What follows belongs to an exercise in optimizing a design on an open flow for a short achievable clock period; a production flow would make more cautious choices.
In this exercise RTL edits were held to simulation tests only and were not proved equivalent to the original.
Power and IR drop assume default switching activity.

job 1260:
Design twms, start of the top module:
module twms (
  input  logic        clk,
  input  logic        rst,           
  input  logic        cmd_valid,
  input  logic [1:0]  cmd_port,      
  input  logic [31:0] cmd_word,
  output logic        rsp_valid,
  output logic        rsp_ok,
  output logic [31:0] rsp_data,
  output logic [1:0]  bo0_cnt,       
  output logic [10:0] bo0_act0,
  output logic [10:0] bo0_act1,
  output logic [1:0]  bo1_cnt,       
  output logic [10:0] bo1_act0,
  output logic [10:0] bo1_act1,
  output logic        sleep_valid,   
  output logic [2:0]  sleep_level,
  output logic        pwr_asleep,    
  output logic [2:0]  pwr_level,
  output logic        halt,          
  output logic [2:0]  fcode,
  output logic [7:0]  finfo
);
export LEC_CHECK = 0
export CAP_MARGIN = 20
export CORE_MARGIN = 2
export CORE_UTILIZATION = 40
export PLACE_DENSITY = 0.6
export SLEW_MARGIN = 20
create_clock -name core_clock -period 10.0 [get_ports {clk}]
standard.sh (not shown) runs the stock make flow with config.mk's settings and CLKGATE_MAP_FILE= SYNTH_SCRIPT=/design/flow/synth_recipe.tcl, a recipe that flattens the netlist after the stock synthesis.
==> flow/flow/run.sh <==
#!/bin/bash
# Layout flow: the standard ORFS flow, with timing repair aimed at a setup
# slack margin well above what the 10 ns clock asks for, so that the resizer
# keeps working on the critical paths (the SDC is unchanged), and a last
# max-slew/max-cap repair after global routing (flow/post_grt.tcl).
# make's output goes to standard_flow.log; each ORFS step logs under orfs/logs/.
set -euo pipefail
MARGIN=${MARGIN:-7.0}
bash standard.sh SETUP_SLACK_MARGIN=$MARGIN TNS_END_PERCENT=100 \
  POST_GLOBAL_ROUTE_TCL=$PWD/flow/post_grt.tcl finish > standard_flow.log 2>&1
==> flow/flow/post_grt.tcl <==
# After global routing's timing repair: repair max slew and capacitance
# again, with margin, since repair_timing can leave drivers at the limit.
# Same sequence as global_route.tcl uses after its own repair_design.
repair_design -slew_margin 30 -cap_margin 30
global_route -start_incremental
detailed_placement
global_route -end_incremental
estimate_parasitics -global_routing
write_guides $::env(RESULTS_DIR)/route.guide
Every stage of the flow completed for job 1260, and the final layout passed the timing, DRC and antenna checks.
## Diff of input files: job 9016 against job 1260
==> flow/run.sh (new file) <==
#!/bin/bash
# synth_recipe.tcl (not shown) runs the flow's synth.tcl, then flattens the netlist and writes it again
# the make line also repeats each setting of config.mk as NAME=value (left out here)
make -C /OpenROAD-flow-scripts/flow DESIGN_CONFIG=/design/flow/config.mk WORK_HOME=/design/flow/orfs CLKGATE_MAP_FILE= SYNTH_SCRIPT=/design/flow/synth_recipe.tcl finish
removed: flow/flow/run.sh
removed: flow/flow/post_grt.tcl
removed: flow/standard.sh
--- outcome ---
Of job 1260 and job 9016, job 1260 shows the lower fill cell instance count of the final layout, with job 9016 above it. Higher via count goes to job 1260 over job 9016. Cmp job 9016 vs job 1260: critical path depth lower in job 9016. Die boundary width came out exactly the same in job 1260 and job 9016. The lower sequential cell area share of job 1260 and job 9016 is in job 1260. Final cell area: job 9016 below job 1260. Compared with job 1260, clock power in job 9016 decreased by a few percent. Compared to job 1260, the router laid down less metal wire for job 9016. Proportion of power drawn by the clock network in job 9016 vs job 1260: down 1.3 points. | sum of buffers and inverters on the critical path | lower: job 9016 |. Cmp job 9016 vs job 1260: post-layout minimum cycle time higher in job 9016.
Changes in job 1596 relative to job 9016:
Settings: an added SETUP_SLACK_MARGIN of 5.
Findings:
- For the routed length on met1, job 1596 came in 1.3% lower than job 9016 did.
- Job 9016 → job 1596: average detailed-routed wire length per instance barely changed, count of final setup violators barely changed, mean number of vias per cell barely changed.
- Between job 1596 and job 9016, the met2 routed wirelength figures differ only marginally.
- Register-to-register slack delta (job 9016 -> job 1596): insignificant
- Final wirelength of job 9016 is on par with job 1596.

========
build 65:
twms, a different RTL version from the one above (not shown whole).
For scale: ~450 flip-flops, about 19000 um2 of cells after synthesis.
Settings: LEC_CHECK=0, CAP_MARGIN=20, CORE_MARGIN=2, CORE_UTILIZATION=40, PLACE_DENSITY=0.6, SLEW_MARGIN=20; clock period 10.0 ns.
==> flow/flow/run.sh <==
#!/bin/bash
# Layout flow: the standard ORFS flow, with timing repair aimed at a setup
# slack margin well above what the 10 ns clock asks for, so that the resizer
# keeps working on the critical paths (the SDC is unchanged), and a last
# max-slew/max-cap repair after global routing (flow/post_grt.tcl). Port
# buffers are buf_4 (ORFS would pick a delay cell, clkdlybuf4s50_1).
# make's output goes to standard_flow.log; each ORFS step logs under orfs/logs/.
set -euo pipefail
MARGIN=${MARGIN:-7.0}
bash standard.sh SETUP_SLACK_MARGIN=$MARGIN TNS_END_PERCENT=100 \
  "BUFFER_PORTS_ARGS=-buffer_cell sky130_fd_sc_hd__buf_4" \
  POST_GLOBAL_ROUTE_TCL=$PWD/flow/post_grt.tcl finish > standard_flow.log 2>&1
==> flow/flow/post_grt.tcl <==
# After global routing's timing repair: repair max slew and capacitance
# again, with margin, since repair_timing can leave drivers at the limit.
# Same sequence as global_route.tcl uses after its own repair_design.
repair_design -slew_margin 30 -cap_margin 30
global_route -start_incremental
detailed_placement
global_route -end_incremental
estimate_parasitics -global_routing
write_guides $::env(RESULTS_DIR)/route.guide
Build 65 did not stop at any stage, and its layout met the timing, DRC and antenna checks.
Input-level comparison between build 72 and build 65:
--- a/flow/flow/run.sh
+++ b/flow/flow/run.sh
@@ -6,0 +7,2 @@
+# The platform's don't-use cells are extended with the slow high-stack gates
+# (flow/dont_use.txt), for synthesis and for the resizer alike.
@@ -9,0 +12 @@
+DONT_USE=$(tr '\n' ' ' < flow/dont_use.txt)
@@ -10,0 +14 @@
+  "DONT_USE_CELLS=$DONT_USE" \
==> flow/flow/dont_use.txt (new file) <==
sky130_fd_sc_hd__probe_p_8
sky130_fd_sc_hd__probec_p_8
sky130_fd_sc_hd__lpflow_bleeder_1
sky130_fd_sc_hd__lpflow_clkbufkapwr_1
sky130_fd_sc_hd__lpflow_clkbufkapwr_16
sky130_fd_sc_hd__lpflow_clkbufkapwr_2
sky130_fd_sc_hd__lpflow_clkbufkapwr_4
sky130_fd_sc_hd__lpflow_clkbufkapwr_8
sky130_fd_sc_hd__lpflow_clkinvkapwr_1
sky130_fd_sc_hd__lpflow_clkinvkapwr_16
sky130_fd_sc_hd__lpflow_clkinvkapwr_2
sky130_fd_sc_hd__lpflow_clkinvkapwr_4
sky130_fd_sc_hd__lpflow_clkinvkapwr_8
sky130_fd_sc_hd__lpflow_decapkapwr_12
sky130_fd_sc_hd__lpflow_decapkapwr_3
sky130_fd_sc_hd__lpflow_decapkapwr_4
sky130_fd_sc_hd__lpflow_decapkapwr_6
sky130_fd_sc_hd__lpflow_decapkapwr_8
sky130_fd_sc_hd__lpflow_inputiso0n_1
sky130_fd_sc_hd__lpflow_inputiso0p_1
sky130_fd_sc_hd__lpflow_inputiso1n_1
sky130_fd_sc_hd__lpflow_inputiso1p_1
sky130_fd_sc_hd__lpflow_inputisolatch_1
sky130_fd_sc_hd__lpflow_isobufsrc_1
sky130_fd_sc_hd__lpflow_isobufsrc_16
sky130_fd_sc_hd__lpflow_isobufsrc_2
sky130_fd_sc_hd__lpflow_isobufsrc_4
sky130_fd_sc_hd__lpflow_isobufsrc_8
sky130_fd_sc_hd__lpflow_isobufsrckapwr_16
sky130_fd_sc_hd__lpflow_lsbuf_lh_hl_isowell_tap_1
sky130_fd_sc_hd__lpflow_lsbuf_lh_hl_isowell_tap_2
sky130_fd_sc_hd__lpflow_lsbuf_lh_hl_isowell_tap_4
sky130_fd_sc_hd__lpflow_lsbuf_lh_isowell_4
sky130_fd_sc_hd__lpflow_lsbuf_lh_isowell_tap_1
sky130_fd_sc_hd__lpflow_lsbuf_lh_isowell_tap_2
sky130_fd_sc_hd__lpflow_lsbuf_lh_isowell_tap_4
sky130_fd_sc_hd__or4_*
sky130_fd_sc_hd__nor4_*
sky130_fd_sc_hd__or4b_*
sky130_fd_sc_hd__nor4b_*
sky130_fd_sc_hd__or4bb_*
sky130_fd_sc_hd__nor4bb_*
sky130_fd_sc_hd__or3_*
sky130_fd_sc_hd__nor3_*
sky130_fd_sc_hd__or3b_*
sky130_fd_sc_hd__nor3b_*
sky130_fd_sc_hd__o41ai_*
sky130_fd_sc_hd__a41oi_*
sky130_fd_sc_hd__o41a_*
sky130_fd_sc_hd__a41o_*
sky130_fd_sc_hd__o311ai_*
sky130_fd_sc_hd__o2111ai_*
sky130_fd_sc_hd__a2111oi_*
sky130_fd_sc_hd__o2111a_*
sky130_fd_sc_hd__a2111o_*
sky130_fd_sc_hd__o311a_*
[summary]
- | final wirelength | build 72 vs build 65 | ≈ equal |
- Slew of the pin with the lowest slew margin on build 72 is down relative to build 65.
- Diff build 65 -> build 72: worst slew margin relative to its limit went up 4.0 points; via-per-instance ratio moved down.
- Compared with build 65, build 72 shows maximum operating frequency that has gone up by a few percent.
- For build 72, the endpoint of the most critical setup path was halt, unlike build 65, where it was rsp_data_q[0].
- Simple-gate share of the synthesized area for build 72: 0.90 points down relative to build 65
Inputs modified between build 72 and build 53:
- swapping 0.6 for 0.75 in PLACE_DENSITY
- swapping 40 for 60 in CORE_UTILIZATION
--- a/flow/flow/dont_use.txt
+++ b/flow/flow/dont_use.txt
@@ -56,0 +57,29 @@
+sky130_fd_sc_hd__a311oi_*
+sky130_fd_sc_hd__a311o_*
+sky130_fd_sc_hd__o32ai_*
+sky130_fd_sc_hd__o32a_*
+sky130_fd_sc_hd__a32oi_*
+sky130_fd_sc_hd__a32o_*
+sky130_fd_sc_hd__o221ai_*
+sky130_fd_sc_hd__o221a_*
+sky130_fd_sc_hd__a221oi_*
+sky130_fd_sc_hd__a221o_*
+sky130_fd_sc_hd__o211ai_*
+sky130_fd_sc_hd__o211a_*
+sky130_fd_sc_hd__a211oi_*
+sky130_fd_sc_hd__a211o_*
+sky130_fd_sc_hd__o31ai_*
+sky130_fd_sc_hd__o31a_*
+sky130_fd_sc_hd__a31oi_*
+sky130_fd_sc_hd__a31o_*
+sky130_fd_sc_hd__o22a_*
+sky130_fd_sc_hd__a22o_*
+sky130_fd_sc_hd__a2bb2o_*
+sky130_fd_sc_hd__o2bb2a_*
+sky130_fd_sc_hd__a2bb2oi_*
+sky130_fd_sc_hd__o2bb2ai_*
+sky130_fd_sc_hd__and4_*
+sky130_fd_sc_hd__and4b_*
+sky130_fd_sc_hd__and4bb_*
+sky130_fd_sc_hd__nand4b_*
+sky130_fd_sc_hd__nand4bb_*
- Looking at the reports, build 53 completed the entire flow and the layout it produced met the timing, DRC and antenna checks.
- Diff build 72..build 53 | number of synthesized flops with an enable pin | unchanged
- When build 53 is set beside build 72, its number of global-route vias before repair turns out to be about 4.6% larger.
- In build 53, the via count came out 790 above the value in build 72.
- Build 53 reports its type of the setup path with the least slack as input port to flip-flop while build 72 reports flip-flop to primary output.
- Global-route usage came out higher on build 53 than on build 72.
- Build 72 -> build 53: placement-stage cell area decreased slightly
- Comparing build 72 and build 53, count of distinct cell types in the synthesized netlist is higher on build 72.
- Re placed instance count: build 53 is about 5% down on build 72.
- [compare] base=build 72 new=build 53: worst setup slack +0.015 ns; proportion of synthesized area in mux cells +0.43 points.
- From build 72 to build 53 the numbers moved as follows: time the final worst path needs with I/O delays and setup decreased 0.015 ns, final critical-path share of the clock period stayed essentially flat.
What build 48 does differently from build 53 at the input level:
- a change of PLACE_DENSITY from 0.75 to 0.6
- a change of CORE_UTILIZATION from 60 to 40
==> comparison <==
- Both conditions hold for build 48: the flow ran to the end and the final layout passed the timing, DRC and antenna checks.
- On share of cell area taken by multi-input logic gates, build 53 and build 48 are basically level.
- Compared with build 53, build 48 shows a critical path depth that is 11 lower.
- Of the two values seen for library cell contributing the largest single delay on the critical path, dfxtp_2 was produced by build 48 and and3_4 by build 53.
- Re maximum number of pins on one net before global-route repair: build 53 was lower than build 48.
- Count of clock buffers in the final design (build 53 / build 48): 1.06

-- re-timing with driven ports --
In the flow no input, the clock included, has a driving cell. The finished layouts below were timed again as built, in two steps. Step 1 (the two cells are an assumption about what drives the block):
set clk [get_ports {clk}]
set_driving_cell -lib_cell sky130_fd_sc_hd__clkbuf_16 $clk
set_driving_cell -lib_cell sky130_fd_sc_hd__buf_2 [delete_from_list [all_inputs] $clk]
Step 2 also shifts input and output timing later by t, the mid clock arrival at the registers, as if the neighbouring blocks saw the same clock. Three values: ideal ports, drivers, drivers and shift; two values: the first two.
run | t, ns | slack for setup (ns) | hold WS [ns] | latest minus earliest clock arrival (ns) | worst register clock-pin slew, ns
job 1260 | 0.673 | 6.119 / 6.082 / 5.409 | 0.456 / 0.456 / 0.456 | 0.015 / 0.015 | 0.06 / 0.06
job 9016 | 0.663 | 4.969 / 4.995 / 4.333 | 0.469 / 0.469 / 0.469 | 0.021 / 0.021 | 0.06 / 0.06
job 1596 | 0.663 | 5.015 / 5.051 / 4.388 | 0.469 / 0.469 / 0.469 | 0.022 / 0.022 | 0.06 / 0.06
build 65 | 0.664 | 6.327 / 6.314 / 5.650 | 0.469 / 0.469 / 0.469 | 0.049 / 0.050 | 0.07 / 0.07
build 72 | 0.665 | 6.439 / 6.382 / 5.865 | 0.479 / 0.479 / 0.479 | 0.040 / 0.039 | 0.07 / 0.07
build 53 | 0.607 | 6.453 / 6.409 / 5.860 | 0.491 / 0.491 / 0.491 | 0.016 / 0.016 | 0.06 / 0.06
build 48 | 0.662 | 6.614 / 6.553 / 5.989 | 0.486 / 0.486 / 0.486 | 0.026 / 0.026 | 0.07 / 0.07
After both steps setup and hold are still met in every run listed. For job 1260, which loses most, drivers alone change the setup slack by -0.037 ns; drivers and shift together by -0.710 ns.
